From an optimization exercise on the open Yosys and OpenROAD flow, aimed at small area, a short achievable clock period and few clock cycles per item; shortcuts taken in it are not production practice.
Only simulation tests tie the RTL to the original design; equivalence was not proved.
Power is estimated from default activity; no workload was simulated.

## flow/design.v (module list and top-level ports; edited modules follow where they fit)
// module ina228_rmap: 68 lines
// module ina228_codec: 419 lines
// module ina228_field: 49 lines
// module ina228_mul: 996 lines
// module ina228_csa: 11 lines
// module ina228_fa: 4 lines
// module ina228_ha: 4 lines
module ina228_codec (
    input  wire        clk,
    input  wire        rst,           
    input  wire        in_valid,
    output wire        in_ready,
    input  wire [31:0] cmd,
    input  wire [39:0] wi,
    input  wire [79:0] vi,
    input  wire        xerr,
    input  wire [7:0]  xinfo,
    input  wire        ci_rst,
    input  wire        ci_rstacc,
    input  wire [7:0]  ci_convdly,
    input  wire        ci_tempcomp,
    input  wire        ci_adcrange,
    input  wire [3:0]  ci_mode,
    input  wire [2:0]  ci_vbusct,
    input  wire [2:0]  ci_vshct,
    input  wire [2:0]  ci_vtct,
    input  wire [2:0]  ci_avg,
    input  wire [14:0] ki_shunt_cal,
    input  wire [13:0] ki_tempco,
    input  wire [31:0] ki_cur_lsb,
    input  wire [31:0] ki_pwr_lsb,
    output wire        out_valid,
    output wire [39:0] wo,
    output wire [79:0] vo,
    output wire        co_rst,
    output wire        co_rstacc,
    output wire [7:0]  co_convdly,
    output wire        co_tempcomp,
    output wire        co_adcrange,
    output wire [3:0]  co_mode,
    output wire [2:0]  co_vbusct,
    output wire [2:0]  co_vshct,
    output wire [2:0]  co_vtct,
    output wire [2:0]  co_avg,
    output wire [14:0] fo,
    output wire        mo_cont,
    output wire        mo_temp,
    output wire        mo_shunt,
    output wire        mo_bus,
    output wire        mo_shutdown,
    output wire        do_valid,
    output wire [1:0]  do_rw,
    output wire [3:0]  do_nfields,
    output wire [5:0]  do_off,
    output wire [5:0]  do_width,
    output wire        do_sgn,
    output wire [3:0]  flt,
    output wire [7:0]  finfo
);
  // ...
==> flow/flow/run.sh <==
#!/bin/bash
# The standard layout (standard.sh), with these changes to how it is made:
#  - timing repair aims for more setup slack than the clock period needs
#    (SETUP_SLACK_MARGIN, flow/margin.txt), so that it shortens the
#    critical paths; the constraints (constraint.sdc) are not changed;
#  - every port still gets a buffer from buffer_ports, but a plain buf_2
#    instead of the slower and larger cell it picks by default, and the
#    output ports' buffers are then made buf_1 (flow/ports.tcl).
# standard.sh's own output goes to standard.log; ORFS keeps each step's log
# under orfs/logs.
set -euo pipefail
MARGIN=$(cat flow/margin.txt)
bash standard.sh SETUP_SLACK_MARGIN="$MARGIN" \
    BUFFER_PORTS_ARGS="-buffer_cell sky130_fd_sc_hd__buf_2" \
    POST_GLOBAL_PLACE_TCL="$PWD/flow/ports.tcl" finish > standard.log 2>&1
==> flow/flow/margin.txt <==
9.3
==> flow/flow/ports.tcl <==
# After global placement: the buffers buffer_ports put on the output ports
# drive only the port, so a buf_1 is enough.
set n 0
foreach bterm [[ord::get_db_block] getBTerms] {
  if { [$bterm getIoType] != "OUTPUT" } { continue }
  set net [$bterm getNet]
  if { $net == "NULL" } { continue }
  foreach iterm [$net getITerms] {
    set inst [$iterm getInst]
    if { [[$inst getMaster] getName] == "sky130_fd_sc_hd__buf_2" } {
      replace_cell [get_cells [$inst getName]] sky130_fd_sc_hd__buf_1
      incr n
    }
  }
}
puts "ports.tcl: $n output buffers made buf_1"
==> flow/standard.sh <==
#!/bin/bash
# synth_recipe.tcl (not shown) runs the flow's synth.tcl, then flattens the netlist and writes it again
# the make line also repeats each setting of config.mk as NAME=value (left out here)
make -C /OpenROAD-flow-scripts/flow DESIGN_CONFIG=/design/flow/config.mk WORK_HOME=/design/flow/orfs CLKGATE_MAP_FILE= SYNTH_SCRIPT=/design/flow/synth_recipe.tcl "${@:-finish}"
==> flow/config.mk <==
export PLATFORM = sky130hd
export DESIGN_NAME = ina228_codec
export DESIGN_NICKNAME = ina228_codec
export VERILOG_FILES = /design/flow/design.v
export SDC_FILE = /design/flow/constraint.sdc
export NUM_CORES = 4
export LEC_CHECK = 0
export ABC_AREA = 1
export CAP_MARGIN = 20
export CORE_MARGIN = 2
export CORE_UTILIZATION = 50
export CTS_BUF_LIST = sky130_fd_sc_hd__clkbuf_8
export SLEW_MARGIN = 20
==> flow/constraint.sdc <==
create_clock -name core_clock -period 14.0 [get_ports {clk}]
set_input_delay 2.8000 -clock core_clock [delete_from_list [all_inputs] [get_ports {clk}]]
set_output_delay 2.8000 -clock core_clock [all_outputs]
set_load 0.01 [all_outputs]
==> metrics.csv, run 1 <==
stage,metric,value,unit
hold_path,worstHoldEndpoint,r3_flt[1],
drt,firstDrtPassIters,10,
cts,cts_setup_buffers,56,
cts,cts_max_path_buffers,3,
drt,routed_wirelength,229900,microns
cells_and_area,multi_input_gates,4546,
power_and_ir_drop,vdd_drop_max,0.1017,mV
yosys,synth_top_area_share,16.64,%
yosys,seq_area_frac_synth,23.33,%
drt,via_per_inst,6.317,
timing,grt_setup_unrepaired,yes,
critical_path,crit_path_cell_trace,inv_1 > nor2_2 > clkinvlp_2 > o22ai_1 > xor2_1 > fa_1 > fa_1 > fa_1 > fa_1 > inv_1 > ha_1,
critical_path,crit_path_top_delay_cell,clkinvlp_2,
yosys,ys.flop_type,dfxtp_1,
timing,setup_tns,0,ps
cells_and_area,ff_latch_area,0.01123,sq mm
cells_and_area,clkbuf_count,99,
critical_path,reg2regPathDepth,11,
placement,place_ws,7762,ps
run_status,status,finished clean,
floorplan,dieHeight,313.5,microns
placement,place_area,0.05013,sq mm
yosys,synth_mux_area_share,0,%
global_route,busiest_layer,met2,
yosys,ys_warn_count,2,
floorplan,core_area,0.09501,sq mm
cells_and_area,design.seq.count,498,
Testbench counts, summed over its fixed seeds: cycles 28,121, items 24,000.
==> inputs of run 2 (changes only) <==
--- a/flow/flow/run.sh
+++ b/flow/flow/run.sh
@@ -4,8 +4,9 @@
 #    (SETUP_SLACK_MARGIN, flow/margin.txt), so that it shortens the
 #    critical paths; the constraints (constraint.sdc) are not changed;
 #  - every port still gets a buffer from buffer_ports, but a plain buf_2
-#    instead of the slower and larger cell it picks by default, and the
-#    output ports' buffers are then made buf_1 (flow/ports.tcl).
+#    instead of the slower and larger cell it picks by default; the buffers
+#    of the output ports and of a few lightly loaded inputs are then made
+#    buf_1 (flow/ports.tcl).
 # standard.sh's own output goes to standard.log; ORFS keeps each step's log
 # under orfs/logs.
 set -euo pipefail
==> flow/flow/ports.tcl (replaced) <==
# After global placement: buffer_ports gave every port a buf_2. The buffers
# on the output ports drive only the port, and those on the calibration and
# configuration inputs, xinfo and vi[79:40] drive a few loads off the
# critical paths, so a buf_1 is enough for them.
set n 0
foreach bterm [[ord::get_db_block] getBTerms] {
  set name [$bterm getName]
  set io [$bterm getIoType]
  if { $io == "OUTPUT" } {
    set light 1
  } elseif { [regexp {^(ki_|ci_|xinfo)} $name] } {
    set light 1
  } elseif { [regexp {^vi\[([0-9]+)\]$} $name -> bit] && $bit >= 40 } {
    set light 1
  } else {
    set light 0
  }
  if { !$light } { continue }
  set net [$bterm getNet]
  if { $net == "NULL" } { continue }
  foreach iterm [$net getITerms] {
    set inst [$iterm getInst]
    if { [[$inst getMaster] getName] == "sky130_fd_sc_hd__buf_2" } {
      replace_cell [get_cells [$inst getName]] sky130_fd_sc_hd__buf_1
      incr n
    }
  }
}
puts "ports.tcl: $n port buffers made buf_1"
--- a/flow/config.mk
+++ b/flow/config.mk
@@ -5,7 +5,6 @@
 export SDC_FILE = /design/flow/constraint.sdc
 export NUM_CORES = 4
 export LEC_CHECK = 0
-export ABC_AREA = 1
 export CAP_MARGIN = 20
 export CORE_MARGIN = 2
 export CORE_UTILIZATION = 50
==> run 2 against run 1 <==
Against the previous run:
- synthesized area is 0.78% higher
- routed wire length is 2.4% lower
- register-to-register slack improved by 70 ps
- critical path depth fell by 1
- clock skew is 24 ps higher
- critical path type unchanged
- largest cell class unchanged
==> metrics.csv, run 2 <==
stage,metric,value,unit,change
floorplan,dieHeight,314.7,microns,was 313.5 microns
drt,firstDrtPassIters,10,,unchanged
critical_path,cp_data_arrival_time,5260,ps,was 5510 ps
drt,drt-wirelength-per-cell,32.24,microns,was 28.79 microns
drt,drt-initial-drc-count,7445,,was 7313
yosys,yosysMostFrequentCell,a22oi_1,,was nand2_1
yosys,seq_area_frac_synth,23.15,%,was 23.33%
placement,hpwl,150300,microns,was 170800 microns
cells_and_area,largest_reg_flops,80,,unchanged
timing,slew_headroom,18.25,%,was 25.61%
hold_path,hold_path.class,reg2reg,,unchanged
yosys,ys_types,88,,was 67
drt,antenna_left,0,,unchanged
critical_path,r2r_start,r1_op[1],,was r1_b[4]
timing,fmax,0.2100,GHz,was 0.2068 GHz
floorplan,ios,487,,unchanged
critical_path,rr_endpoint,r2_byp[36],,was r2_c[16]
yosys,async_flop_share,0,%,unchanged
yosys,syn_inst,5409,,was 6335
cts,cts_inserted_buffers,88,,was 89
yosys,synth_mux_area_share,5.286,%,was 0%
timing,setup_tns,0,ps,unchanged
drt,via_per_inst,6.778,,was 6.317
yosys,synth-seq-cells,498,,unchanged
placement,place_area,0.05014,sq mm,was 0.05013 sq mm
run_status,status,finished clean,,unchanged
cells_and_area,post-route-cell-area,0.05389,sq mm,was 0.05363 sq mm
yosys,synth-compound-area-share,22.50,%,was 17.32%
critical_path,worstSetupEndpointType,flop,,unchanged
global_route,antenna_found_initial,24,,was 10
hold_path,hp-start,r2_flt[1],,unchanged
timing,min_period,4763,ps,was 4836 ps
yosys,synthTopCellsByCount,"a22oi_1 (457), nand2_1 (439), clkbuf_1 (402)",,"was nand2_1 (1107), inv_1 (779), o22ai_1 (473)"
critical_path,r2r_slack,9240,ps,was 9160 ps
timing,fin_crit_sh,34.02,%,was 34.54%
drt,vias,47183,,was 50442
yosys,syn_area,0.04826,sq mm,was 0.04789 sq mm
cells_and_area,fin_nets,6448,,was 7484
placement,io_buffers,483,,unchanged
timing,holdWs,401.1,ps,was 400.8 ps
floorplan,core_area,0.09529,sq mm,was 0.09501 sq mm
critical_path,crit_path_cell_trace,nand2b_1 > o21ai_1 > nand2_2 > buf_4 > mux4_2 > mux2i_1 > o22a_1 > o32ai_1 > a211oi_1 > o31ai_1,,was inv_1 > nor2_2 > clkinvlp_2 > o22ai_1 > xor2_1 > fa_1 > fa_1 > fa_1 > fa_1 > inv_1 > ha_1
job,cap_violations,0,,unchanged
cts,cts_max_path_buffers,3,,unchanged
power_and_ir_drop,p_leak,20.74,nW,was 23.49 nW
cts,cts_tree,done,,unchanged
global_route,grt_usage,44.27,%,was 45.43%
yosys,synth_xor_area_share,9.108,%,was 8.505%
critical_path,crit_path_top_delay_cell,a211oi_1,,was clkinvlp_2
global_route,grt_pass1_wl,318900,microns,was 327000 microns
timing,skew,53.83,ps,was 30.20 ps
timing,setup_viol,0,,unchanged
yosys,synth_edf_count,120,,unchanged
critical_path,worstPathRequired,14500,ps,was 14670 ps
cells_and_area,final_common_cell,a22oi_1,,was nand2_1
hold_path,whs_path_depth,0,,unchanged
cts,cts-root-buf,clkbuf_8,,unchanged
drt,routed_wirelength,224400,microns,was 229900 microns
cts,cts-hold-fix-buffers,0,,unchanged
yosys,yosysTopAreaCell,fa_1,,unchanged
timing,drv_slew,0,,unchanged
floorplan,die_area,0.09902,sq mm,was 0.09827 sq mm
cts,cts.sinks,498,,unchanged
drt,drc_errors,0,,unchanged
critical_path,cp-startpoint,r1_op[1],,was r1_b[4]
power_and_ir_drop,powerDensity,130.0,mW/mm^2,was 129.3 mW/mm^2
yosys,synth_top_area_share,16.51,%,was 16.64%
yosys,synthAdderAreaFrac,20.71,%,was 20.77%
yosys,ys.flop_type,dfxtp_1,,unchanged
cts,cts.clk_slew.worst_paths,60,ps,about the same
cells_and_area,stdcell_count,6961,,was 7985
global_route,grt_start_max_net_pins,69,,was 78
cells_and_area,reg_top3,"r3_vo: 80 flops, r2_s: 57 flops, r2_c: 56 flops",,unchanged
critical_path,critPathMaxStageDelay,730,ps,was 680 ps
floorplan,rows,113,,unchanged
global_route,first_global_vias,45116,,was 47777
floorplan,initial_core_util,50.64,%,was 50.40%
placement,placedCellCount,6654,,was 7710
global_route,grt_overflow,0,,unchanged
yosys,ys_warn_count,2,,unchanged
critical_path,worst-path-max-fanout,65,,was 12
cells_and_area,layout_common_cells,"a22oi_1 (456), nand2_1 (430), fa_1 (398)",,"was nand2_1 (1102), inv_1 (758), o22ai_1 (471)"
cts,clock_latency,770,ps,was 800 ps
yosys,yosys-top-cells-area,"fa_1 (17%), dfxtp_1 (16%), edfxtp_1 (7.5%)",,"was fa_1 (17%), dfxtp_1 (16%), nand2_1 (8.7%)"
cts,htree_levels,3,,unchanged
cells_and_area,area_delta_synth_final,11.66,%,was 11.99%
timing,tightestPinTransition,1221,ps,was 1112 ps
critical_path,crit_type,reg2reg,,unchanged
hold_path,worstHoldEndpoint,r3_flt[1],,unchanged
yosys,syn_avg_cell_area,8.922,sq um,was 7.559 sq um
timing,grt_setup_unrepaired,no,,was yes
timing,hold_violations,0,,unchanged
critical_path,reg2regPathDepth,10,,was 11
critical_path,startpoint_type,flop,,unchanged
cells_and_area,regMostFlops,r3_vo,,unchanged
yosys,synth_top_family_by_area,compound AO/OA/AOI/OAI gates,,was adder cells
floorplan,die_w,314.7,microns,was 313.5 microns
power_and_ir_drop,vdd_drop_max,0.07696,mV,was 0.1017 mV
yosys,yosys.area_share.simple,10.90,%,was 18.77%
cells_and_area,drive_gt1_share,12.97,%,was 12.39%
[run 2: cell types whose count changed after synthesis, sizes merged, moves of 210 or more]
cell and delta:
nand2 -680, inv -492, a22oi +430, o22ai -430
nand3 -364, xnor2 +278, xor2 -242, clkbuf +210
[run 2: repair_timing]
item | in CTS | in global routing
resized for setup | 56 | 74
hold endpoints to repair | 0 | 0
setup endpoints to repair | 210 | 217
gates cloned | 27 | 1
pin swaps | 3 | 5
setup buffers | 51 | 48
[run 2: how the worst max path moves through the flow]
stage	to	slack, ps	cells after the start
after global routing	r2_c[19]	9270	11
after CTS	r1_b[12]	9270	12
final	r2_byp[36]	9240	10
after detailed placement	cal_pwr_lsb[20]	7820	11
after global placement	cal_pwr_lsb[20]	7840	11
after floorplan	cal_cur_lsb[0]	8400	8
[run 2: per-layer routing]
metal / share of wire (%) / global-route usage [%] / up-vias / routed length, microns
li1: - / - / 19533 / -
met1: 38 / 57.97 / 22630 / 85000
met2: 40 / 61.41 / 4042 / 90750
met3: 15 / 17.00 / 966 / 32710
met4: 7.1 / 26.88 / 12 / 15830
met5: 0.060 / 0 / - / 134
[run 2: through the flow]
| step | utilization, % | setup slack (ps) | total power [mW] |
|---|---|---|---|
| 4_1_cts | 55.63 | 9273 | 6.821 |
| 3_3_place_gp | 53.09 | 7839 | 5.392 |
| 6_report | 56.55 | 9237 | 7.003 |
| 3_5_place_dp | 52.61 | 7816 | 5.358 |
| 2_1_floorplan | - | 8405 | 4.104 |
| 5_1_grt | 56.52 | 9268 | 7.328 |
[run 2: critical path, delay by kind of cell (launching register included)]
family / cells / cell delay, ps
AO/OA/AOI/OAI: 5 / 2280
flip-flops: 1 / 720
multiplexers: 2 / 640
AND/OR/NAND/NOR: 2 / 410
buffers and inverters: 1 / 400
[run 2: cell families after synthesis]
kind of cell | count (synthesis)
simple gates | 1127
xor+xnor | 501
mux | 203
buf+inv | 938
other cells | 1
compound gates | 1580
fa+ha+maj | 561
flops | 498
[run 2: final cells by class]
| cell class | count | area [sq um] |
|---|---|---|
| Timing Repair Buffer | 695 | 4167 |
| Sequential cell | 498 | 11240 |
| Clock inverter | 52 | 326.6 |
| Inverter | 323 | 1239 |
| Tap cell | 1265 | 1583 |
| Fill cell | 8825 | 41410 |
| Clock buffer | 106 | 1459 |
| Multi-Input combinational cell | 4001 | 33820 |
| Antenna cell | 21 | 52.55 |
[run 2: report_power, final]
part / internal, mW / total (mW) / switching [mW]
Combinational: 1.27 / 3.50 / 2.24
Clock: 0.729 / 1.40 / 0.668
Sequential: 1.77 / 2.10 / 0.331
Total: 3.77 / 7.00 / 3.24
==> module ina228_codec, before the edit <==
module ina228_codec (
    input  wire        clk,
    input  wire        rst,           
    input  wire        in_valid,
    output wire        in_ready,
    input  wire [31:0] cmd,
    input  wire [39:0] wi,
    input  wire [79:0] vi,
    input  wire        xerr,
    input  wire [7:0]  xinfo,
    input  wire        ci_rst,
    input  wire        ci_rstacc,
    input  wire [7:0]  ci_convdly,
    input  wire        ci_tempcomp,
    input  wire        ci_adcrange,
    input  wire [3:0]  ci_mode,
    input  wire [2:0]  ci_vbusct,
    input  wire [2:0]  ci_vshct,
    input  wire [2:0]  ci_vtct,
    input  wire [2:0]  ci_avg,
    input  wire [14:0] ki_shunt_cal,
    input  wire [13:0] ki_tempco,
    input  wire [31:0] ki_cur_lsb,
    input  wire [31:0] ki_pwr_lsb,
    output wire        out_valid,
    output wire [39:0] wo,
    output wire [79:0] vo,
    output wire        co_rst,
    output wire        co_rstacc,
    output wire [7:0]  co_convdly,
    output wire        co_tempcomp,
    output wire        co_adcrange,
    output wire [3:0]  co_mode,
    output wire [2:0]  co_vbusct,
    output wire [2:0]  co_vshct,
    output wire [2:0]  co_vtct,
    output wire [2:0]  co_avg,
    output wire [14:0] fo,
    output wire        mo_cont,
    output wire        mo_temp,
    output wire        mo_shunt,
    output wire        mo_bus,
    output wire        mo_shutdown,
    output wire        do_valid,
    output wire [1:0]  do_rw,
    output wire [3:0]  do_nfields,
    output wire [5:0]  do_off,
    output wire [5:0]  do_width,
    output wire        do_sgn,
    output wire [3:0]  flt,
    output wire [7:0]  finfo
);
    localparam [5:0] OP_NOP     = 6'h00, OP_UNPACK  = 6'h01, OP_PACK    = 6'h02,
                     OP_RMAP    = 6'h03, OP_UNPACKR = 6'h04, OP_PACKR   = 6'h05,
                     OP_ENCCFG  = 6'h08, OP_ENCADC  = 6'h09, OP_DECCFG  = 6'h0A,
                     OP_DECADC  = 6'h0B, OP_MUXSEL  = 6'h0C, OP_CTSEL   = 6'h0D,
                     OP_AVGSEL  = 6'h0E, OP_RNGSEL  = 6'h0F, OP_SETCAL  = 6'h10,
                     OP_CLRCAL  = 6'h11, OP_SETCTL  = 6'h12, OP_ENCCAL  = 6'h13,
                     OP_ENCTCO  = 6'h14, OP_RDCTX   = 6'h15, OP_DECVSH  = 6'h18,
                     OP_DECVBUS = 6'h19, OP_DECTEMP = 6'h1A, OP_DECCUR  = 6'h1B,
                     OP_DECPWR  = 6'h1C, OP_DECENG  = 6'h1D, OP_DECCHG  = 6'h1E,
                     OP_DECFLG  = 6'h20, OP_ENCALRT = 6'h21, OP_MASKALRT = 6'h22,
                     OP_ENCTHR  = 6'h23, OP_DECTHR  = 6'h24;
    localparam [2:0] F_NONE = 3'd0, F_RANGE = 3'd1, F_TRANSPORT = 3'd2, F_STALE = 3'd3,
                     F_ILLEGAL = 3'd4, F_BADDESC = 3'd5, F_BADADDR = 3'd6;
    reg        ctl_strict;
    reg        cal_valid;
    reg [14:0] cal_shunt_cal;
    reg [13:0] cal_tempco;
    reg [31:0] cal_cur_lsb;
    reg [31:0] cal_pwr_lsb;
    reg        bubble;           
    assign in_ready = !bubble;
    wire accept = in_valid && !bubble;
    reg [38:0] r1_dig;
    reg [31:0] r1_b;
    reg [24:0] r1_x;
    reg [5:0]  r1_op;
    reg [7:0]  r1_addr;
    reg        r1_legal, r1_ncal;
    reg [14:0] r1_d;
    reg [6:0]  r1_end;
    reg [3:0]  r1_nf;
    reg        r1_fv, r1_byp, r1_xerr, r1_post, r1_v;
    reg [7:0]  r1_xinfo;
    wire [5:0] op  = cmd[31:26];
    wire [7:0] imm = cmd[7:0];
    wire g0 = (op[5:3] == 3'b000);       
    wire g1 = (op[5:3] == 3'b001);       
    wire g2 = (op[5:3] == 3'b010);       
    wire g3 = (op[5:3] == 3'b011);       
    wire g4 = op[5];                     
    wire [7:0] o8;                       
    genvar gj;
    generate
        for (gj = 0; gj < 8; gj = gj + 1) begin : g_o8
            assign o8[gj] = (op[2:0] == gj);
        end
    endgenerate
    wire two_pass = g3 && (o8[5] || o8[6]);
    reg legal;
    always @(*) begin
        case (op)
            OP_NOP, OP_ENCCFG, OP_ENCADC, OP_DECCFG, OP_DECADC, OP_SETCAL, OP_CLRCAL,
            OP_ENCCAL, OP_ENCTCO, OP_DECVBUS, OP_DECTEMP, OP_DECCUR, OP_DECPWR,
            OP_DECENG, OP_DECCHG, OP_DECFLG, OP_MASKALRT:
                legal = (cmd[25:0] == 26'd0);
            OP_UNPACK, OP_PACK:
                legal = (cmd[23:16] == 8'd0) && !cmd[14] && (cmd[7:6] == 2'd0);
            OP_RMAP, OP_UNPACKR, OP_PACKR:
                legal = (cmd[25:24] == 2'd0) && (cmd[15:4] == 12'd0);
            OP_ENCTHR, OP_DECTHR:
                legal = (cmd[25:24] == 2'd0) && (cmd[15:0] == 16'd0);
            OP_MUXSEL, OP_ENCALRT:
                legal = (cmd[25:4] == 22'd0);
            OP_CTSEL, OP_AVGSEL:
                legal = (cmd[25:3] == 23'd0);
            OP_RDCTX:
                legal = (cmd[25:3] == 23'd0) && (cmd[2:0] <= 3'd4);
            OP_RNGSEL, OP_SETCTL, OP_DECVSH:
                legal = (cmd[25:1] == 25'd0);
            default:
                legal = 1'b0;
        endcase
    end
    wire needs_cal = (op == OP_DECCUR) || (op == OP_DECPWR) || (op == OP_DECENG) ||
                     (op == OP_DECCHG) || (op == OP_ENCCAL) || (op == OP_ENCTCO) ||
                     ((op == OP_RDCTX) && (imm[2:0] <= 3'd3));
    wire z25 = (cmd[25:0] == 26'd0);
    wire setcal = accept && (op == OP_SETCAL) && z25;
    wire clrcal = accept && (op == OP_CLRCAL) && z25;
    wire setctl = accept && (op == OP_SETCTL) && (cmd[25:1] == 25'd0);
    always @(posedge clk) begin
        if (rst) begin
            ctl_strict <= 1'b1;
            cal_valid  <= 1'b0;
        end else begin
            if (setcal) cal_valid  <= 1'b1;
            if (clrcal) cal_valid  <= 1'b0;
            if (setctl) ctl_strict <= cmd[0];
        end
    end
    always @(posedge clk) begin
        if (setcal && !rst) begin
            cal_shunt_cal <= ki_shunt_cal;
            cal_tempco    <= ki_tempco;
            cal_cur_lsb   <= ki_cur_lsb;
            cal_pwr_lsb   <= ki_pwr_lsb;
        end
    end
    reg [12:0] ct_us;
    always @(*) begin
        case (imm[2:0])
            3'd0: ct_us = 13'd50;
            3'd1: ct_us = 13'd84;
            3'd2: ct_us = 13'd150;
            3'd3: ct_us = 13'd280;
            3'd4: ct_us = 13'd540;
            3'd5: ct_us = 13'd1052;
            3'd6: ct_us = 13'd2074;
            default: ct_us = 13'd4120;
        endcase
    end
    reg [10:0] avg_n;
    always @(*) begin
        case (imm[2:0])
            3'd0: avg_n = 11'd1;
            3'd1: avg_n = 11'd4;
            3'd2: avg_n = 11'd16;
            3'd3: avg_n = 11'd64;
            3'd4: avg_n = 11'd128;
            3'd5: avg_n = 11'd256;
            3'd6: avg_n = 11'd512;
            default: avg_n = 11'd1024;
        endcase
    end
    wire       rm_mapped, rm_fvalid, rm_sgn;
    wire [1:0] rm_rw;
    wire [3:0] rm_nfields;
    wire [5:0] rm_off, rm_width;
    wire [6:0] rm_end;
    ina228_rmap u_rmap (
        .addr(cmd[23:16]), .idx(cmd[3:0]),
        .mapped(rm_mapped), .rw(rm_rw), .nfields(rm_nfields), .fvalid(rm_fvalid),
        .off(rm_off), .width(rm_width), .sgn(rm_sgn), .fend(rm_end)
    );
    wire use_cmd = (op == OP_UNPACK) || (op == OP_PACK);
    wire use_thr = (op == OP_ENCTHR) || (op == OP_DECTHR);
    wire [14:0] d_nxt = use_cmd ? {cmd[25:24], cmd[15], cmd[13:8], cmd[5:0]} :
                        use_thr ? {2'd0, 1'b0, 6'd16, 6'd0} :
                                  {rm_rw, rm_sgn, rm_width, rm_off};
    wire [6:0] e_nxt = use_cmd ? ({1'b0, cmd[5:0]} + {1'b0, cmd[13:8]}) :
                       use_thr ? 7'd16 : rm_end;
    wire byp_nxt = g0 || (g4 && op[1] && op[0]);
    reg [24:0] a_nxt;
    always @(*) begin
        a_nxt = 25'd0;
        if (!g3)
            a_nxt = 25'd1;
        else begin
            if (o8[0] || o8[3]) a_nxt = a_nxt | {{5{wi[23]}}, wi[23:4]};
            if (o8[1])          a_nxt = a_nxt | {5'd0, wi[23:4]};
            if (o8[2])          a_nxt = a_nxt | {{9{wi[15]}}, wi[15:0]};
            if (o8[4] || o8[6]) a_nxt = a_nxt | {1'b0, wi[23:0]};
            if (o8[5])          a_nxt = a_nxt | {1'b0, wi[19:0], 4'b0000};
        end
    end
    wire [24:0] a_opnd = bubble ? r1_x[24:0] : a_nxt;
    wire [26:0] a_ext  = {a_opnd[24], a_opnd, 1'b0};
    wire [38:0] a_dig;               
    genvar gi;
    generate
        for (gi = 0; gi < 13; gi = gi + 1) begin : g_booth
            wire [2:0] tri3 = a_ext[2*gi+2:2*gi];
            assign a_dig[26+gi] = tri3[2];
            assign a_dig[13+gi] = (tri3 == 3'b100) || (tri3 == 3'b011);
            assign a_dig[gi]    = tri3[1] ^ tri3[0];
        end
    endgenerate
    wire [38:0] dig_nxt = (byp_nxt && !bubble) ? {14'd0, g4 ? 25'd0 : wi[24:0]} : a_dig;
    reg [31:0] b_nxt;
    always @(*) begin
        b_nxt = 32'd0;
        if (bubble)
            b_nxt = (r1_op[0] ? cal_pwr_lsb : cal_cur_lsb);    
        else begin
            if (g0)
                b_nxt = {vi[16:0], wi[39:25]};
            if (g1) begin
                if (o8[0]) b_nxt = b_nxt | {16'd0, ci_rst, ci_rstacc, ci_convdly, ci_tempcomp,
                                            ci_adcrange, 4'b0000};
                if (o8[1]) b_nxt = b_nxt | {16'd0, ci_mode, ci_vbusct, ci_vshct, ci_vtct, ci_avg};
                if (o8[2] || o8[3]) b_nxt = b_nxt | {16'd0, wi[15:0]};
                if (o8[4]) b_nxt = b_nxt | {27'd0, imm[2:0] == 3'd0, imm[3:0]};
                if (o8[5]) b_nxt = b_nxt | {19'd0, ct_us};
                if (o8[6]) b_nxt = b_nxt | {21'd0, avg_n};
                if (o8[7]) b_nxt = b_nxt | (imm[0] ? 32'd10 : 32'd40);
            end
            if (g2) begin
                if (o8[3] || (o8[5] && imm[2:0] == 3'd0)) b_nxt = b_nxt | {17'd0, cal_shunt_cal};
                if (o8[4] || (o8[5] && imm[2:0] == 3'd1)) b_nxt = b_nxt | {18'd0, cal_tempco};
                if (o8[5] && imm[2:0] == 3'd2) b_nxt = b_nxt | cal_cur_lsb;
                if (o8[5] && imm[2:0] == 3'd3) b_nxt = b_nxt | cal_pwr_lsb;
                if (o8[5] && imm[2])           b_nxt = b_nxt | {30'd0, ctl_strict, cal_valid};
            end
            if (g3) begin
                if (o8[0])          b_nxt = b_nxt | (imm[0] ? 32'd10 : 32'd40);
                if (o8[1] || o8[2]) b_nxt = b_nxt | 32'd25;
                if (o8[3] || o8[6]) b_nxt = b_nxt | cal_cur_lsb;
                if (o8[4] || o8[5]) b_nxt = b_nxt | cal_pwr_lsb;
            end
            if (g4) begin
                if (o8[0] || o8[4]) b_nxt = b_nxt | {16'd0, wi[15:0]};
                if (o8[1])          b_nxt = b_nxt | {16'd0, imm[3:0], 12'h000};
                if (o8[2])          b_nxt = b_nxt | {16'd0, wi[15:12], 12'h000};
                if (o8[3])          b_nxt = b_nxt | {vi[16:0], 15'd0};
            end
        end
    end
    wire vi_hiz = (vi[79:40] == 40'd0);
    wire vi_hio = (vi[79:40] == {40{1'b1}});
    wire [24:0] x_nxt = (g3 && o8[5]) ? {5'd0, wi[39:20]} :
                        (g3 && o8[6]) ? {{9{wi[39]}}, wi[39:24]} :
                        {vi_hio, vi_hiz, vi[39:17]};
    always @(posedge clk) begin
        r1_dig   <= dig_nxt;
        r1_b     <= b_nxt;
        r1_x     <= x_nxt;
        r1_op    <= op;
        r1_addr  <= cmd[23:16];
        r1_legal <= legal;
        r1_ncal  <= needs_cal;
        r1_d     <= d_nxt;
        r1_end   <= e_nxt;
        r1_nf    <= rm_nfields;
        r1_fv    <= rm_fvalid;
        r1_byp   <= byp_nxt && !bubble;
        r1_xerr  <= xerr;
        r1_xinfo <= xinfo;
        r1_post  <= bubble;
        r1_v     <= (bubble || (accept && !two_pass)) && !rst;
        bubble   <= accept && two_pass && !rst;
    end
    wire [5:0] b_op = r1_op;
    wire [31:0] b_opnd = r1_b & {32{!r1_byp}};
    wire [56:0] m_s, m_c;
    ina228_mul u_mul (
        .b(b_opnd), .neg(r1_dig[38:26]), .two(r1_dig[25:13]), .one(r1_dig[12:0]),
        .s(m_s), .c(m_c)
    );
    wire [1:0] f_rw    = r1_d[14:13];      
    wire [5:0] f_width = r1_d[11:6];
    wire [5:0] f_off   = r1_d[5:0];
    wire [7:0] a_addr  = r1_addr;
    wire thr_addr = (a_addr >= 8'h0C) && (a_addr <= 8'h11);
    wire use_map  = (b_op == OP_UNPACKR) || (b_op == OP_PACKR);
    wire b_thr    = (b_op == OP_ENCTHR) || (b_op == OP_DECTHR);
    reg [6:0] f_bits;
    always @(*) begin
        case (f_rw)
            2'd0:    f_bits = 7'd16;
            2'd1:    f_bits = 7'd24;
            default: f_bits = 7'd40;
        endcase
    end
    wire desc_legal = (f_rw != 2'd3) && (f_width != 6'd0) && (f_width <= 6'd40) &&
                      (r1_end <= f_bits);
    reg uses_wi;
    always @(*) begin
        case (b_op)
            OP_UNPACK, OP_PACK, OP_UNPACKR, OP_PACKR, OP_DECCFG, OP_DECADC, OP_DECVSH,
            OP_DECVBUS, OP_DECTEMP, OP_DECCUR, OP_DECPWR, OP_DECENG, OP_DECCHG,
            OP_DECFLG, OP_MASKALRT, OP_DECTHR:
                uses_wi = 1'b1;
            default:
                uses_wi = 1'b0;
        endcase
    end
    wire uses_desc = (b_op == OP_UNPACK) || (b_op == OP_PACK);
    wire uses_addr = use_map || b_thr;
    wire addr_ok   = use_map ? r1_fv : thr_addr;
    wire is_pack   = (b_op == OP_PACK) || (b_op == OP_PACKR) || (b_op == OP_ENCTHR);
    wire is_unpack = (b_op == OP_UNPACK) || (b_op == OP_UNPACKR);
    wire [1:0] d_rw    = r1_d[14:13];
    wire       d_sgn   = r1_d[12];
    wire [5:0] d_width = r1_d[11:6];
    wire [5:0] d_off   = r1_d[5:0];
    wire [39:0] c_word = {r1_b[14:0], r1_dig[24:0]};
    wire [39:0] c_val  = {r1_x[22:0], r1_b[31:15]};
    wire        c_hiz  = r1_x[23];
    wire        c_hio  = r1_x[24];
    wire [40:0] u_value;
    wire [39:0] p_word;
    wire        in_range;
    ina228_field u_field (
        .word(c_word), .val(c_val), .hiz(c_hiz), .hio(c_hio),
        .rw(d_rw), .sgn(d_sgn), .w(d_width), .off(d_off), .endp(r1_end), .pack(is_pack),
        .uword(u_value), .pword(p_word), .in_range(in_range)
    );
    wire [19:0] rmap_word = {r1_fv, d_rw, r1_nf, d_off, d_width, d_sgn};
    wire [40:0] byp_val = is_unpack ? u_value :
                          is_pack   ? {1'b0, p_word} : {21'd0, rmap_word};
    reg [2:0] n_flt;
    reg [7:0] n_finfo;
    always @(*) begin
        n_flt   = F_NONE;
        n_finfo = 8'd0;
        if (!r1_legal) begin
            n_flt = F_ILLEGAL;  n_finfo = {2'b00, b_op};
        end else if (uses_desc && !desc_legal) begin
            n_flt = F_BADDESC;
        end else if (uses_addr && !addr_ok) begin
            n_flt = F_BADADDR;  n_finfo = a_addr;
        end else if (uses_wi && r1_xerr) begin
            n_flt = F_TRANSPORT; n_finfo = r1_xinfo;
        end else if (r1_ncal && !cal_valid) begin
            n_flt = F_STALE;
        end else if (is_pack && !in_range && ctl_strict) begin
            n_flt = F_RANGE;    n_finfo = {2'b00, d_width};
        end
    end
    reg [56:0] r2_s, r2_c;
    reg [40:0] r2_byp;
    reg [7:0]  r2_finfo;
    reg [2:0]  r2_flt;
    reg        r2_fault, r2_post, r2_v;
    always @(posedge clk) begin
        r2_s     <= m_s;
        r2_c     <= m_c;
        r2_byp   <= r1_byp ? byp_val : 41'd0;
        r2_finfo <= n_finfo;
        r2_flt   <= n_flt;
        r2_fault <= (n_flt != F_NONE) && !r1_post;
        r2_post  <= r1_post;
        r2_v     <= r1_v && !rst;
    end
    reg [79:0] r3_vo;
    reg [2:0]  r3_flt;
    reg        r3_v;
    wire [56:0] z = ({57{r2_post}} & {r3_vo[79], r3_vo[79:24]}) | {{16{r2_byp[40]}}, r2_byp};
    wire [56:0] k_s, k_c;
    ina228_csa #(.W(57)) u_csa (.x(r2_s), .y(r2_c), .z(z), .s(k_s), .c(k_c));
    wire [56:0] y = k_s + {k_c[55:0], 1'b0};
    wire [79:0] y80  = {{23{y[56]}}, y};
    wire [79:0] c_vo = r2_post ? {y80[55:0], r3_vo[23:0]} : y80;
    always @(posedge clk) begin
        r3_vo[79:8] <= c_vo[79:8];
        r3_vo[7:0]  <= r2_fault ? r2_finfo : c_vo[7:0];
        r3_flt      <= r2_post ? r3_flt : r2_flt;
        r3_v        <= r2_v && !rst;
    end
    assign out_valid   = r3_v;
    assign vo          = r3_vo;
    assign wo          = r3_vo[39:0];
    assign flt         = {1'b0, r3_flt};
    assign finfo       = r3_vo[7:0];
    assign co_rst      = 1'b0;
    assign co_rstacc   = 1'b0;
    assign co_convdly  = r3_vo[13:6];
    assign co_tempcomp = r3_vo[5];
    assign co_adcrange = r3_vo[4];
    assign co_mode     = r3_vo[15:12];
    assign co_vbusct   = r3_vo[11:9];
    assign co_vshct    = r3_vo[8:6];
    assign co_vtct     = r3_vo[5:3];
    assign co_avg      = r3_vo[2:0];
    assign fo          = {r3_vo[15:9], r3_vo[7:0]};
    assign mo_bus      = r3_vo[0];
    assign mo_shunt    = r3_vo[1];
    assign mo_temp     = r3_vo[2];
    assign mo_cont     = r3_vo[3];
    assign mo_shutdown = r3_vo[4];
    assign do_sgn      = r3_vo[0];
    assign do_width    = r3_vo[6:1];
    assign do_off      = r3_vo[12:7];
    assign do_nfields  = r3_vo[16:13];
    assign do_rw       = r3_vo[18:17];
    assign do_valid    = r3_vo[19];
endmodule
==> inputs of run 3 (changes only) <==
--- a/flow/design.v
+++ b/flow/design.v
@@ -166,38 +166,35 @@
         end
     endgenerate
     wire two_pass = g3 && (o8[5] || o8[6]);
-    reg legal;
-    always @(*) begin
-        case (op)
-            OP_NOP, OP_ENCCFG, OP_ENCADC, OP_DECCFG, OP_DECADC, OP_SETCAL, OP_CLRCAL,
-            OP_ENCCAL, OP_ENCTCO, OP_DECVBUS, OP_DECTEMP, OP_DECCUR, OP_DECPWR,
-            OP_DECENG, OP_DECCHG, OP_DECFLG, OP_MASKALRT:
-                legal = (cmd[25:0] == 26'd0);
-            OP_UNPACK, OP_PACK:
-                legal = (cmd[23:16] == 8'd0) && !cmd[14] && (cmd[7:6] == 2'd0);
-            OP_RMAP, OP_UNPACKR, OP_PACKR:
-                legal = (cmd[25:24] == 2'd0) && (cmd[15:4] == 12'd0);
-            OP_ENCTHR, OP_DECTHR:
-                legal = (cmd[25:24] == 2'd0) && (cmd[15:0] == 16'd0);
-            OP_MUXSEL, OP_ENCALRT:
-                legal = (cmd[25:4] == 22'd0);
-            OP_CTSEL, OP_AVGSEL:
-                legal = (cmd[25:3] == 23'd0);
-            OP_RDCTX:
-                legal = (cmd[25:3] == 23'd0) && (cmd[2:0] <= 3'd4);
-            OP_RNGSEL, OP_SETCTL, OP_DECVSH:
-                legal = (cmd[25:1] == 25'd0);
-            default:
-                legal = 1'b0;
-        endcase
-    end
-    wire needs_cal = (op == OP_DECCUR) || (op == OP_DECPWR) || (op == OP_DECENG) ||
-                     (op == OP_DECCHG) || (op == OP_ENCCAL) || (op == OP_ENCTCO) ||
-                     ((op == OP_RDCTX) && (imm[2:0] <= 3'd3));
-    wire z25 = (cmd[25:0] == 26'd0);
-    wire setcal = accept && (op == OP_SETCAL) && z25;
-    wire clrcal = accept && (op == OP_CLRCAL) && z25;
-    wire setctl = accept && (op == OP_SETCTL) && (cmd[25:1] == 25'd0);
+    wire zA   = (cmd[25:24] == 2'd0);
+    wire zB   = (cmd[23:16] == 8'd0);
+    wire zC   = !cmd[15] && !cmd[14];
+    wire zW   = (cmd[13:8] == 6'd0);
+    wire z76  = (cmd[7:6] == 2'd0);
+    wire z54  = (cmd[5:4] == 2'd0);
+    wire z21  = (cmd[2:1] == 2'd0);
+    wire zAF  = zA && zC && zW && z76 && z54;        
+    wire zI4  = zAF && zB;                           
+    wire zI3  = zI4 && !cmd[3];                      
+    wire zI1  = zI3 && z21;                          
+    wire zAll = zI1 && !cmd[0];                      
+    wire zAT  = zAF && !cmd[3] && z21 && !cmd[0];    
+    wire zF   = zB && !cmd[14] && z76;               
+    wire g4x  = (op[5:3] == 3'b100);
+    wire legal =
+        (g0  && ((o8[0] && zAll) || ((o8[1] || o8[2]) && zF) ||
+                 ((o8[3] || o8[4] || o8[5]) && zAF))) ||
+        (g1  && (((o8[0] || o8[1] || o8[2] || o8[3]) && zAll) || (o8[4] && zI4) ||
+                 ((o8[5] || o8[6]) && zI3) || (o8[7] && zI1))) ||
+        (g2  && (((o8[0] || o8[1] || o8[3] || o8[4]) && zAll) || (o8[2] && zI1) ||
+                 (o8[5] && zI3 && (!cmd[2] || (cmd[1:0] == 2'd0))))) ||
+        (g3  && ((o8[0] && zI1) || (!o8[0] && !o8[7] && zAll))) ||
+        (g4x && (((o8[0] || o8[2]) && zAll) || (o8[1] && zI4) || ((o8[3] || o8[4]) && zAT)));
+    wire needs_cal = (g3 && (o8[3] || o8[4] || o8[5] || o8[6])) ||
+                     (g2 && (o8[3] || o8[4] || (o8[5] && !imm[2])));
+    wire setcal = accept && g2 && o8[0] && zAll;
+    wire clrcal = accept && g2 && o8[1] && zAll;
+    wire setctl = accept && g2 && o8[2] && zI1;
     always @(posedge clk) begin
         if (rst) begin
             ctl_strict <= 1'b1;
==> flow/flow/margin.txt (replaced) <==
9.4
--- a/flow/config.mk
+++ b/flow/config.mk
@@ -5,6 +5,7 @@
 export SDC_FILE = /design/flow/constraint.sdc
 export NUM_CORES = 4
 export LEC_CHECK = 0
+export ABC_AREA = 1
 export CAP_MARGIN = 20
 export CORE_MARGIN = 2
 export CORE_UTILIZATION = 50
==> run 3 against run 2 <==
Against the previous run:
- still clean on timing, DRC and antenna
- setup slack gained 6.7 ps
- sequential cell count unchanged
- clock skew increased by 4.1 ps
- cell area is 1.1% higher
- hold slack is essentially flat
- clock power increased by 9%
- sequential share of layout area fell by 0.18 points
- via count is 8.0% higher
- synthesized area fell by 0.94%
==> metrics.csv, run 3 <==
stage,metric,value,unit,change
cts,cts.clk_slew.worst_paths,60,ps,about the same
cells_and_area,regMostFlops,r3_vo,,unchanged
placement,hpwl,172700,microns,was 150300 microns
critical_path,worst-path-max-fanout,13,,was 65
hold_path,hp-start,r2_v,,was r2_flt[1]
cells_and_area,final_common_cell,nand2_1,,was a22oi_1
timing,slew_headroom,22.33,%,was 18.25%
critical_path,worstPathRequired,14610,ps,was 14500 ps
global_route,grt_use_met2,65.60,%,was 61.41%
placement,io_buffers,483,,unchanged
cells_and_area,post-route-cell-area,0.05448,sq mm,was 0.05389 sq mm
floorplan,core_area,0.09487,sq mm,was 0.09529 sq mm
critical_path,worstSetupEndpointType,flop,,unchanged
global_route,first_global_vias,47993,,was 45116
timing,fmax,0.2103,GHz,was 0.2100 GHz
floorplan,die_area,0.09810,sq mm,was 0.09902 sq mm
global_route,grt_usage,45.89,%,was 44.27%
hold_path,hold_path.class,reg2reg,,unchanged
job,cap_violations,0,,unchanged
drt,firstDrtPassIters,10,,unchanged
drt,antenna_left,0,,unchanged
yosys,syn_area,0.04781,sq mm,was 0.04826 sq mm
global_route,grt_pass1_wl,327500,microns,was 318900 microns
run_status,status,finished clean,,unchanged
cts,cts-root-buf,clkbuf_8,,unchanged
cells_and_area,reg_top3,"r3_vo: 80 flops, r2_s: 57 flops, r2_c: 56 flops",,unchanged
timing,setup_tns,0,ps,unchanged
timing,tightestPinTransition,1161,ps,was 1221 ps
power_and_ir_drop,finalPower,6.990,mW,was 7.003 mW
global_route,grt_overflow,0,,unchanged
floorplan,initial_core_util,50.39,%,was 50.64%
cts,htree_levels,3,,unchanged
cts,cts.sinks,498,,unchanged
yosys,yosysMostFrequentCell,nand2_1,,was a22oi_1
critical_path,rr_endpoint,r2_c[33],,was r2_byp[36]
yosys,syn_avg_cell_area,7.590,sq um,was 8.922 sq um
yosys,synth_top_area_share,16.67,%,was 16.51%
cts,cts_max_path_buffers,3,,unchanged
timing,hold_violations,0,,unchanged
power_and_ir_drop,p_leak,23.49,nW,was 20.74 nW
yosys,yosys-top-cells-area,"fa_1 (17%), dfxtp_1 (16%), nand2_1 (8.6%)",,"was fa_1 (17%), dfxtp_1 (16%), edfxtp_1 (7.5%)"
cells_and_area,area_delta_synth_final,13.96,%,was 11.66%
cells_and_area,finalCoreUtilization,57.43,%,was 56.55%
drt,drt-wirelength-per-cell,29.41,microns,was 32.24 microns
drt,via_per_inst,6.353,,was 6.778
drt,routed_wirelength,235900,microns,was 224400 microns
critical_path,crit_top_cell,fa_1,,
global_route,grt_util_met1,58.18,%,was 57.97%
critical_path,reg2regPathDepth,16,,was 10
critical_path,r2r_slack,9240,ps,about the same
critical_path,crit_path_top_delay_cell,fa_1,,was a211oi_1
power_and_ir_drop,powerDensity,128.3,mW/mm^2,was 130.0 mW/mm^2
cells_and_area,fin_nets,7510,,was 6448
power_and_ir_drop,vdd_drop_max,0.08936,mV,was 0.07696 mV
floorplan,rows,113,,unchanged
critical_path,cp_data_arrival_time,5370,ps,was 5260 ps
floorplan,dieHeight,313.2,microns,was 314.7 microns
timing,skew,57.96,ps,was 53.83 ps
yosys,seq_area_frac_synth,23.37,%,was 23.15%
global_route,busiest_layer,met2,,unchanged
critical_path,r2r_start,r1_byp,,was r1_op[1]
drt,vias,50953,,was 47183
yosys,syn_inst,6299,,was 5409
placement,place_area,0.04981,sq mm,was 0.05014 sq mm
timing,drv_slew,0,,unchanged
yosys,ys.flop_type,dfxtp_1,,unchanged
drt,drt-initial-drc-count,8205,,was 7445
cells_and_area,largest_reg_flops,80,,unchanged
critical_path,critPathMaxStageDelay,570,ps,was 730 ps
yosys,synth_edf_count,120,,unchanged
global_route,use_met3,16.32,%,was 17.00%
critical_path,crit_path_cell_trace,clkbuf_16 > buf_4 > nor2_4 > clkinvlp_4 > buf_12 > o22ai_2 > xor2_2 > fa_1 > inv_1 > fa_1 > fa_1 > fa_1 > inv_1 > fa_1 > inv_1 > fa_2,,was nand2b_1 > o21ai_1 > nand2_2 > buf_4 > mux4_2 > mux2i_1 > o22a_1 > o32ai_1 > a211oi_1 > o31ai_1
floorplan,ios,487,,unchanged
global_route,antenna_found_initial,24,,unchanged
critical_path,startpoint_type,flop,,unchanged
timing,min_period,4756,ps,was 4763 ps
yosys,async_flop_share,0,%,unchanged
hold_path,whs_path_depth,2,,was 0
yosys,ys_warn_count,2,,unchanged
timing,fin_crit_sh,33.97,%,was 34.02%
cts,cts_tree,done,,unchanged
timing,setup_viol,0,,unchanged
critical_path,crit_type,reg2reg,,unchanged
cts,cts_inserted_buffers,89,,was 88
hold_path,worstHoldEndpoint,r3_v,,was r3_flt[1]
global_route,grt_start_max_net_pins,67,,was 69
timing,grt_setup_unrepaired,yes,,was no
yosys,synthTopCellsByCount,"nand2_1 (1098), inv_1 (785), o22ai_1 (462)",,"was a22oi_1 (457), nand2_1 (439), clkbuf_1 (402)"
cts,clock_latency,810,ps,was 770 ps
yosys,ys_types,70,,was 88
floorplan,die_w,313.2,microns,was 314.7 microns
yosys,synth-seq-cells,498,,unchanged
drt,drc_errors,0,,unchanged
cells_and_area,layout_common_cells,"nand2_1 (1087), inv_1 (747), xor2_1 (446)",,"was a22oi_1 (456), nand2_1 (430), fa_1 (398)"
yosys,yosysTopAreaCell,fa_1,,unchanged
cts,cts-hold-fix-buffers,0,,unchanged
cells_and_area,drive_gt1_share,12.33,%,was 12.97%
run 3: worst max-delay path by stage:
| stage | start | endpoint | slack (ps) |
|---|---|---|---|
| floorplan | cmd[7] | cal_cur_lsb[0] | 7020 |
| global placement | cmd[27] | r1_b[8] | 7370 |
| detailed placement | cmd[27] | r1_b[8] | 7290 |
| CTS | cmd[26] | r1_b[14] | 9350 |
| global route | r1_byp | r2_c[33] | 9260 |
| finish | r1_byp | r2_c[33] | 9240 |
run 3: critical path, delay by kind of cell (launching register included):
family	cells	cell delay (ps)
buffers and inverters	7	980
DFF	1	370
adders and majority gates	6	2770
and+or+nand+nor	1	120
AOI/OAI and AO/OA	1	210
xor gates and xnor gates	1	120
run 3: what timing repair did:
item | 4_1_cts | 5_1_grt
buffers inserted | 73 | 67
setup endpoints to repair | 295 | 176
gates cloned | 14 | 14
hold endpoints to repair | 0 | 0
pin swaps | 2 | 42
gates resized for setup | 174 | 186
run 3: cells by family after synthesis:
family	Yosys count	share of synthesized area, %
AOI/OAI and AO/OA	1361	17.01
xor gates and xnor gates	467	8.556
adders and majority gates	556	20.80
buffers and inverters	1294	11.34
DFF	498	23.37
muxes	2	0.04188
other	1	0.007844
and+or+nand+nor	2120	18.89
run 3: area by class of cell:
| type | count | area [sq um] |
|---|---|---|
| timing repair buffer | 722 | 4315 |
| antenna | 16 | 40.04 |
| clock inverter | 58 | 521.8 |
| inverter | 831 | 3312 |
| clock buffer | 103 | 1418 |
| timing repair inverter | 14 | 100.1 |
| multi-input combinational | 4513 | 31930 |
| tap | 1265 | 1583 |
| fill | 8993 | 40390 |
| sequential | 498 | 11260 |
run 3: layer usage:
layer | vias up | share of wire, %
li1 | 21573 | -
met1 | 23812 | 37
met2 | 4328 | 40
met3 | 1210 | 14
met4 | 30 | 8.4
met5 | - | 0.16
run 3: power breakdown:
part           switching, mW  total (mW)  internal, mW
sequential             0.299        2.05          1.75
clock                  0.689        1.52         0.829
combinational           2.31        3.42          1.11
run 3: through the flow:
step	setup WS [ps]	hold slack, ps	std cells
floorplan	7017	325.5	6301
detailed placement	7287	394.6	7675
CTS	9348	405.2	7923
finish	9244	401.4	8020
global placement	7371	388.7	7674
global route	9263	419.1	8012
Testbench counts of run 3, summed over its fixed seeds: cycles 28,121, items 24,000.
==> inputs of run 4 (changes only) <==
==> flow/flow/margin.txt (replaced) <==
9.2
==> run 4 against run 3 <==
Against the previous run:
- still clean on timing, DRC and antenna
- die area is the same
- register-to-register slack lost 70 ps
- synthesized cell count is the same
- core utilization shrank 1.7 points
- cell area shrank 3.0%
- final cell count shrank 1.1%
- clock power is essentially flat
- global-route usage shrank 0.25 points
- synthesized area is the same
- critical path type unchanged
- largest power group unchanged
==> metrics.csv, run 4 <==
stage,metric,value,unit,change
timing,min_period,4829,ps,was 4756 ps
yosys,synth-seq-cells,498,,unchanged
placement,hpwl,172900,microns,was 172700 microns
global_route,grt_overflow,0,,unchanged
timing,setup_tns,0,ps,unchanged
cells_and_area,fin_nets,7424,,was 7510
drt,drt-initial-drc-count,7170,,was 8205
global_route,grt_usage,45.64,%,was 45.89%
yosys,ys_warn_count,2,,unchanged
cells_and_area,reg_top3,"r3_vo: 80 flops, r2_s: 57 flops, r2_c: 56 flops",,unchanged
drt,routed_wirelength,230400,microns,was 235900 microns
yosys,yosysMostFrequentCell,nand2_1,,unchanged
floorplan,die_w,313.2,microns,unchanged
cells_and_area,largest_reg_flops,80,,unchanged
power_and_ir_drop,p_int,3.586,mW,was 3.689 mW
job,cap_violations,0,,unchanged
yosys,yosys-top-cells-area,"fa_1 (17%), dfxtp_1 (16%), nand2_1 (8.6%)",,unchanged
placement,io_buffers,483,,unchanged
drt,drc_errors,0,,unchanged
cells_and_area,layout_common_cells,"nand2_1 (1091), inv_1 (762), o22ai_1 (461)",,"was nand2_1 (1087), inv_1 (747), xor2_1 (446)"
critical_path,worstSetupEndpointType,flop,,unchanged
cts,cts.clk_slew.worst_paths,60,ps,about the same
cts,cts_max_path_buffers,3,,unchanged
global_route,grt_pass1_wl,324800,microns,was 327500 microns
hold_path,hold_path.class,reg2reg,,unchanged
cells_and_area,drive_gt1_share,9.437,%,was 12.33%
cts,clock_latency,790,ps,was 810 ps
critical_path,r2r_slack,9170,ps,was 9240 ps
power_and_ir_drop,p_leak,22.86,nW,was 23.49 nW
critical_path,startpoint_type,flop,,unchanged
power_and_ir_drop,pwr-share-clk,21.8,%,was 21.7%
floorplan,core_area,0.09487,sq mm,unchanged
cts,cts_inserted_buffers,89,,unchanged
drt,firstDrtPassIters,7,,was 10
cts,cts_tree,done,,unchanged
cells_and_area,fill_cells,9202,,was 8993
global_route,first_global_vias,47444,,was 47993
cells_and_area,regMostFlops,r3_vo,,unchanged
drt,antenna_left,0,,unchanged
timing,tightestPinTransition,1047,ps,was 1161 ps
floorplan,die_area,0.09810,sq mm,unchanged
yosys,async_flop_share,0,%,unchanged
power_and_ir_drop,switching_share,47.64,%,was 47.22%
critical_path,worstPathRequired,14640,ps,was 14610 ps
timing,fin_crit_sh,34.49,%,was 33.97%
floorplan,ios,487,,unchanged
floorplan,initial_core_util,50.39,%,unchanged
drt,drt-wirelength-per-cell,29.03,microns,was 29.41 microns
timing,fmax,0.2071,GHz,was 0.2103 GHz
drt,via_per_inst,6.284,,was 6.353
timing,drv_slew,0,,unchanged
cells_and_area,final_common_cell,nand2_1,,unchanged
cts,cts-root-buf,clkbuf_8,,unchanged
timing,skew,55.47,ps,was 57.96 ps
run_status,status,finished clean,,unchanged
critical_path,crit_type,reg2reg,,unchanged
yosys,ys.flop_type,dfxtp_1,,unchanged
yosys,synth_top_area_share,16.67,%,unchanged
yosys,syn_area,0.04781,sq mm,unchanged
yosys,ys_types,70,,unchanged
placement,placedCellCount,7681,,was 7675
critical_path,cp_data_arrival_time,5470,ps,was 5370 ps
floorplan,rows,113,,unchanged
floorplan,dieHeight,313.2,microns,unchanged
cts,cts.sinks,498,,unchanged
critical_path,worst-path-max-fanout,32,,was 13
power_and_ir_drop,pwr-share-seq,30.1,%,was 29.4%
timing,hold_violations,0,,unchanged
power_and_ir_drop,p_switching,3.263,mW,was 3.301 mW
timing,setup_viol,0,,unchanged
power_and_ir_drop,finalPower,6.850,mW,was 6.990 mW
cells_and_area,area_delta_synth_final,10.54,%,was 13.96%
yosys,syn_inst,6299,,unchanged
drt,vias,49861,,was 50953
timing,slew_headroom,30.15,%,was 22.33%
yosys,seq_area_frac_synth,23.37,%,unchanged
cts,htree_levels,3,,unchanged
yosys,yosysTopAreaCell,fa_1,,unchanged
power_and_ir_drop,vdd_drop_max,0.1024,mV,was 0.08936 mV
timing,grt_setup_unrepaired,yes,,unchanged
global_route,antenna_found_initial,28,,was 24
yosys,synth_edf_count,120,,unchanged
global_route,grt_start_max_net_pins,67,,unchanged
power_and_ir_drop,powerDensity,129.6,mW/mm^2,was 128.3 mW/mm^2
yosys,syn_avg_cell_area,7.590,sq um,unchanged
power_and_ir_drop,pwr-share-comb,48.2,%,was 48.9%
yosys,synthTopCellsByCount,"nand2_1 (1098), inv_1 (785), o22ai_1 (462)",,unchanged
cells_and_area,stdcell_count,7934,,was 8020
[run 4: cell counts after synthesis]
Identical to the previous run, type by type.
[run 4: metal layers]
layer | global-route usage (%) | up-vias | wire (microns)
met4 | 30.42 | 20 | 18790
met2 | 64.80 | 4047 | 92980
met1 | 57.07 | 23373 | 85970
li1 | - | 21379 | -
met3 | 18.00 | 1042 | 32510
met5 | 0.8704 | - | 119
[run 4: path summary, 6_finish.rpt]
check	startpoint	endpoint	cells past startpoint
hold / removal	r2_flt[2]	r3_flt[2]	0
hold reg to reg	r2_flt[2]	r3_flt[2]	0
setup reg to reg	r1_dig[8]	r2_c[33]	10
setup / recovery	r1_dig[8]	r2_c[33]	10
[run 4: final cells by class]
type                            instances  area, sq um  share of cell area [%]
Antenna cell                           14        35.03                 0.06629
Clock buffer                          101         1390                   2.630
Tap cell                             1265         1583                   2.995
Inverter                              831         3244                   6.139
Sequential cell                       498        11220                   21.23
Multi-Input combinational cell       4509        31450                   59.52
Clock inverter                         62        516.7                  0.9778
Timing Repair inverter                 11        75.07                  0.1421
Timing Repair Buffer                  643         3332                   6.305
[run 4: logic make-up after synthesis]
group           Yosys count  synth area share, %
other cells               1             0.007844
compound gates         1361                17.01
mux                       2              0.04188
xor+xnor                467                8.556
simple gates           2120                18.89
flops                   498                23.37
buf+inv                1294                11.34
fa+ha+maj               556                20.80
[run 4: critical path, stage by stage (launching register included)]
cell and delay [ps]:
dfxtp_1 480, inv_4 650, o22ai_1 240, xor2_1 220, fa_1 470, fa_1 560
inv_1 50, fa_1 420, fa_1 450, fa_1 450, fa_1 660
[run 4: through the flow]
| step | instance area, sq um | hold WS (ps) | utilization, % | setup WS (ps) |
|---|---|---|---|---|
| 3_3_place_gp | 50290 | 386.0 | 53.01 | 7927 |
| 2_1_floorplan | 47870 | 325.5 | - | 7017 |
| 5_1_grt | 52820 | 419.0 | 55.68 | 9092 |
| 6_report | 52850 | 407.0 | 55.70 | 9171 |
| 4_1_cts | 52330 | 411.1 | 55.16 | 9089 |
| 3_5_place_dp | 49840 | 391.4 | 52.54 | 7889 |
[run 4: repair_timing]
action / in CTS / in global routing
hold buffers: 0 / 0
hold endpoints to repair: 0 / 0
endpoints found under the setup margin: 164 / 191
pin swaps: 1 / 2
cloned: 10 / 2
setup buffers: 41 / 23
resized for setup: 71 / 87
[run 4: power groups by stage]
stage          Combinational [mW]  Clock, mW  Sequential (mW)
3_3_place_gp                 3.11          0             2.06
3_5_place_dp                 3.08          0             2.07
5_1_grt                      3.50       1.57             2.06
4_1_cts                      3.13       1.51             2.04
2_1_floorplan                1.89          0             1.95
6_report                     3.30       1.49             2.06
==> inputs of run 5 (changes only) <==
==> flow/flow/margin.txt (replaced) <==
9.3
--- a/flow/config.mk
+++ b/flow/config.mk
@@ -10,4 +10,5 @@
 export CORE_MARGIN = 2
 export CORE_UTILIZATION = 50
 export CTS_BUF_LIST = sky130_fd_sc_hd__clkbuf_8
+export PLACE_DENSITY = 0.65
 export SLEW_MARGIN = 20
==> run 5 against run 4 <==
Against the previous run:
- sequential cell count did not move
- setup slack improved by 47 ps
- core utilization rose by 0.62 points
- clock skew fell by 0.97 ps
- final cell count rose by 0.20%
- synthesized cell count did not move
- highest routed layer unchanged
==> metrics.csv, run 5 <==
stage,metric,value,unit,change
critical_path,crit_top_cell,nand2_1,,was fa_1
yosys,synth-seq-cells,498,,unchanged
timing,slew_headroom,28.57,%,was 30.15%
yosys,yosysMostFrequentCell,nand2_1,,unchanged
cells_and_area,final_common_cell,nand2_1,,unchanged
cells_and_area,largest_reg_flops,80,,unchanged
timing,hold_violations,0,,unchanged
drt,drt-wirelength-per-cell,29.21,microns,was 29.03 microns
hold_path,hold_path.class,reg2reg,,unchanged
cells_and_area,finalCoreUtilization,56.33,%,was 55.70%
drt,drt-initial-drc-count,7238,,was 7170
power_and_ir_drop,switching_share,46.58,%,was 47.64%
timing,setup_slack,9218,ps,was 9171 ps
timing,min_period,4782,ps,was 4829 ps
cells_and_area,stdcell_count,7950,,was 7934
cells_and_area,regMostFlops,r3_vo,,unchanged
cts,cts-root-buf,clkbuf_8,,unchanged
global_route,first_global_vias,47366,,was 47444
cts,cts_tree,done,,unchanged
critical_path,r2r_start,r1_dig[7],,was r1_dig[8]
critical_path,crit_path_cell_trace,buf_2 > inv_1 > ha_1 > nand2_8 > clkinvlp_4 > buf_4 > nand2_4 > clkinvlp_4 > a221oi_1 > o221ai_1 > nand2_1 > nand3_1 > nand2_1 > nand2_1,,was inv_4 > o22ai_1 > xor2_1 > fa_1 > fa_1 > inv_1 > fa_1 > fa_1 > fa_1 > fa_1
critical_path,startpoint_type,primary input,,was flop
cells_and_area,layout_common_cells,"nand2_1 (1088), inv_1 (763), o22ai_1 (459)",,"was nand2_1 (1091), inv_1 (762), o22ai_1 (461)"
global_route,grt_pass1_wl,327900,microns,was 324800 microns
critical_path,critPathMaxStageDelay,370,ps,was 660 ps
drt,routed_wirelength,232200,microns,was 230400 microns
yosys,synth_edf_count,120,,unchanged
drt,via_per_inst,6.337,,was 6.284
critical_path,crit_type,in2reg,,was reg2reg
drt,firstDrtPassIters,10,,was 7
placement,io_buffers,483,,unchanged
timing,skew,54.50,ps,was 55.47 ps
yosys,syn_inst,6299,,unchanged
timing,fin_crit_sh,34.16,%,was 34.49%
timing,tightestPinTransition,1068,ps,was 1047 ps
power_and_ir_drop,pwr-share-clk,23.0,%,was 21.8%
power_and_ir_drop,p_leak,23.12,nW,was 22.86 nW
critical_path,cp_top_family,buffers and inverters,,was adder cells
cts,cts_max_path_buffers,3,,unchanged
power_and_ir_drop,powerDensity,128.9,mW/mm^2,was 129.6 mW/mm^2
yosys,syn_area,0.04781,sq mm,unchanged
yosys,async_flop_share,0,%,unchanged
yosys,ys_types,70,,unchanged
cts,cts-hold-fix-buffers,0,,unchanged
floorplan,die_w,313.2,microns,unchanged
cts,htree_levels,3,,unchanged
yosys,syn_avg_cell_area,7.590,sq um,unchanged
floorplan,rows,113,,unchanged
yosys,ys_warn_count,2,,unchanged
timing,setup_tns,0,ps,unchanged
floorplan,die_area,0.09810,sq mm,unchanged
drt,vias,50381,,was 49861
cts,cts.sinks,498,,unchanged
yosys,synthTopCellsByCount,"nand2_1 (1098), inv_1 (785), o22ai_1 (462)",,unchanged
critical_path,cp_data_arrival_time,5440,ps,was 5470 ps
cts,clock_latency,810,ps,was 790 ps
global_route,grt_start_max_net_pins,77,,was 67
critical_path,cp-startpoint,cmd[27],,was r1_dig[8]
yosys,synth-compound-area-share,17.01,%,unchanged
floorplan,core_area,0.09487,sq mm,unchanged
cts,cts.clk_slew.worst_paths,60,ps,about the same
cells_and_area,fin_nets,7444,,was 7424
cells_and_area,area_delta_synth_final,11.78,%,was 10.54%
power_and_ir_drop,vdd_drop_max,0.1077,mV,was 0.1024 mV
critical_path,crit_path_top_delay_cell,a221oi_1,,was fa_1
drt,antenna_left,0,,unchanged
critical_path,worstSetupEndpointType,flop,,unchanged
cells_and_area,fill_cells,9132,,was 9202
cells_and_area,drive_gt1_share,10.17,%,was 9.437%
timing,setup_viol,0,,unchanged
yosys,synth_xor_area_share,8.556,%,unchanged
power_and_ir_drop,p_switching,3.208,mW,was 3.263 mW
floorplan,dieHeight,313.2,microns,unchanged
global_route,grt_usage,45.96,%,was 45.64%
power_and_ir_drop,finalPower,6.887,mW,was 6.850 mW
yosys,synth_mux_area_share,0.04187,%,unchanged
yosys,ys.flop_type,dfxtp_1,,unchanged
yosys,seq_area_frac_synth,23.37,%,unchanged
critical_path,path_buf_inv,5,,was 2
job,cap_violations,0,,unchanged
power_and_ir_drop,pwr-share-comb,46.5,%,was 48.2%
placement,placedCellCount,7688,,was 7681
timing,drv_slew,0,,unchanged
global_route,antenna_found_initial,16,,was 28
cells_and_area,reg_top3,"r3_vo: 80 flops, r2_s: 57 flops, r2_c: 56 flops",,unchanged
timing,grt_setup_unrepaired,yes,,unchanged
power_and_ir_drop,pwr-share-seq,30.5,%,was 30.1%
yosys,synthAdderAreaFrac,20.80,%,unchanged
cts,cts_inserted_buffers,88,,was 89
placement,hpwl,173400,microns,was 172900 microns
floorplan,ios,487,,unchanged
timing,fmax,0.2091,GHz,was 0.2071 GHz
yosys,yosys-top-cells-area,"fa_1 (17%), dfxtp_1 (16%), nand2_1 (8.6%)",,unchanged
critical_path,worstPathRequired,14650,ps,was 14640 ps
hold_path,hp-start,r2_flt[2],,unchanged
yosys,yosysTopAreaCell,fa_1,,unchanged
power_and_ir_drop,p_int,3.679,mW,was 3.586 mW
drt,drc_errors,0,,unchanged
yosys,synth_top_family_by_area,adder cells,,unchanged
yosys,yosys.area_share.simple,18.89,%,unchanged
placement,place_ws,7136,ps,was 7889 ps
critical_path,worst-path-max-fanout,28,,was 32
floorplan,initial_core_util,50.39,%,unchanged
yosys,synth_top_area_share,16.67,%,unchanged
run_status,status,finished clean,,unchanged
global_route,grt_overflow,0,,unchanged
## run 5: metrics by stage
step / area [sq um] / hold WS, ps
2_1_floorplan: 47880 / 325.5
3_3_place_gp: 50350 / 385.9
3_5_place_dp: 49900 / 388.7
4_1_cts: 52620 / 403.1
5_1_grt: 53430 / 405.8
6_report: 53440 / 403.6
## run 5: final timing paths
kind | to | cells past startpoint | slack [ps]
worst max-delay path | r1_b[8] | 14 | 9220
worst min-delay path | r3_flt[2] | 0 | 400
worst max register to register | r2_c[31] | 13 | 9220
worst min register to register | r3_flt[2] | 0 | 400
## run 5: final cells by class
type	count	area (sq um)	share of cell area [%]
multi-input combinational	4513	31620	59.16
sequential	498	11240	21.04
timing repair buffer	662	3669	6.865
inverter	831	3243	6.069
tap	1265	1583	2.962
clock buffer	99	1363	2.550
clock inverter	66	646.9	1.211
timing repair inverter	9	57.56	0.1077
antenna	7	17.52	0.03278
## run 5: what timing repair did
item,in CTS,in global routing
setup endpoints to repair,260,218
pin swaps,2,11
gates cloned,10,6
buffers inserted,34,39
gates resized for setup,114,116
hold endpoints to repair,0,0
## run 5: power by group through the flow
| stage | Combinational, mW | Sequential, mW | Clock [mW] |
|---|---|---|---|
| finish | 3.20 | 2.10 | 1.58 |
| global route | 3.43 | 2.09 | 1.66 |
| CTS | 3.05 | 2.06 | 1.60 |
| detailed placement | 2.98 | 2.09 | 0 |
| global placement | 3.01 | 2.08 | 0 |
| floorplan | 1.89 | 1.95 | 0 |
## run 5: cells by family (layout without fill, tap and decap cells)
group,Yosys count,after routing
xor+xnor,467,467
fa+ha+maj,556,556
simple gates,2120,2122
buf+inv,1294,1667
other cells,1,10
mux,2,2
compound gates,1361,1363
flops,498,498
## run 5: metal layers
metal  part of all wire [%]  track usage [%]
met5                  0.074           0.5803
met2                     40            64.57
met1                     39            60.90
met4                    7.3            27.03
met3                     14            15.96

static timing again, ports no longer ideal:
How much do the figures lean on ideal ports? The routed layouts below were timed once more, with nothing changed but the port constraints.
Step 1: set_driving_cell puts a clkbuf_16 on clk and a buf_2 on each other input, an assumption about the parent block.
Step 2 moves the port delays by t, midway between the first and last clock arrival at a register: inputs arrive t later, outputs are due t later. That takes back most of the time a late clock gives input paths.
Three values: ideal ports, drivers, drivers and shift; two values: the first two.
run	shift t [ns]	setup WS [ns]	hold WS [ns]
run 1	0.862	9.164 / 9.164 / 8.547	0.401 / 0.401 / 0.401
run 2	0.818	9.237 / 9.237 / 8.554	0.401 / 0.401 / 0.401
run 3	0.858	9.244 / 9.244 / 8.656	0.401 / 0.401 / 0.401
run 4	0.840	9.171 / 9.171 / 8.441	0.407 / 0.407 / 0.407
run 5	0.857	9.218 / 9.219 / 8.414	0.404 / 0.404 / 0.404
After both steps every run listed still meets setup and hold. The setup slack of run 5, which loses most, moves by +0.001 ns with the drivers and by -0.804 ns with both steps.
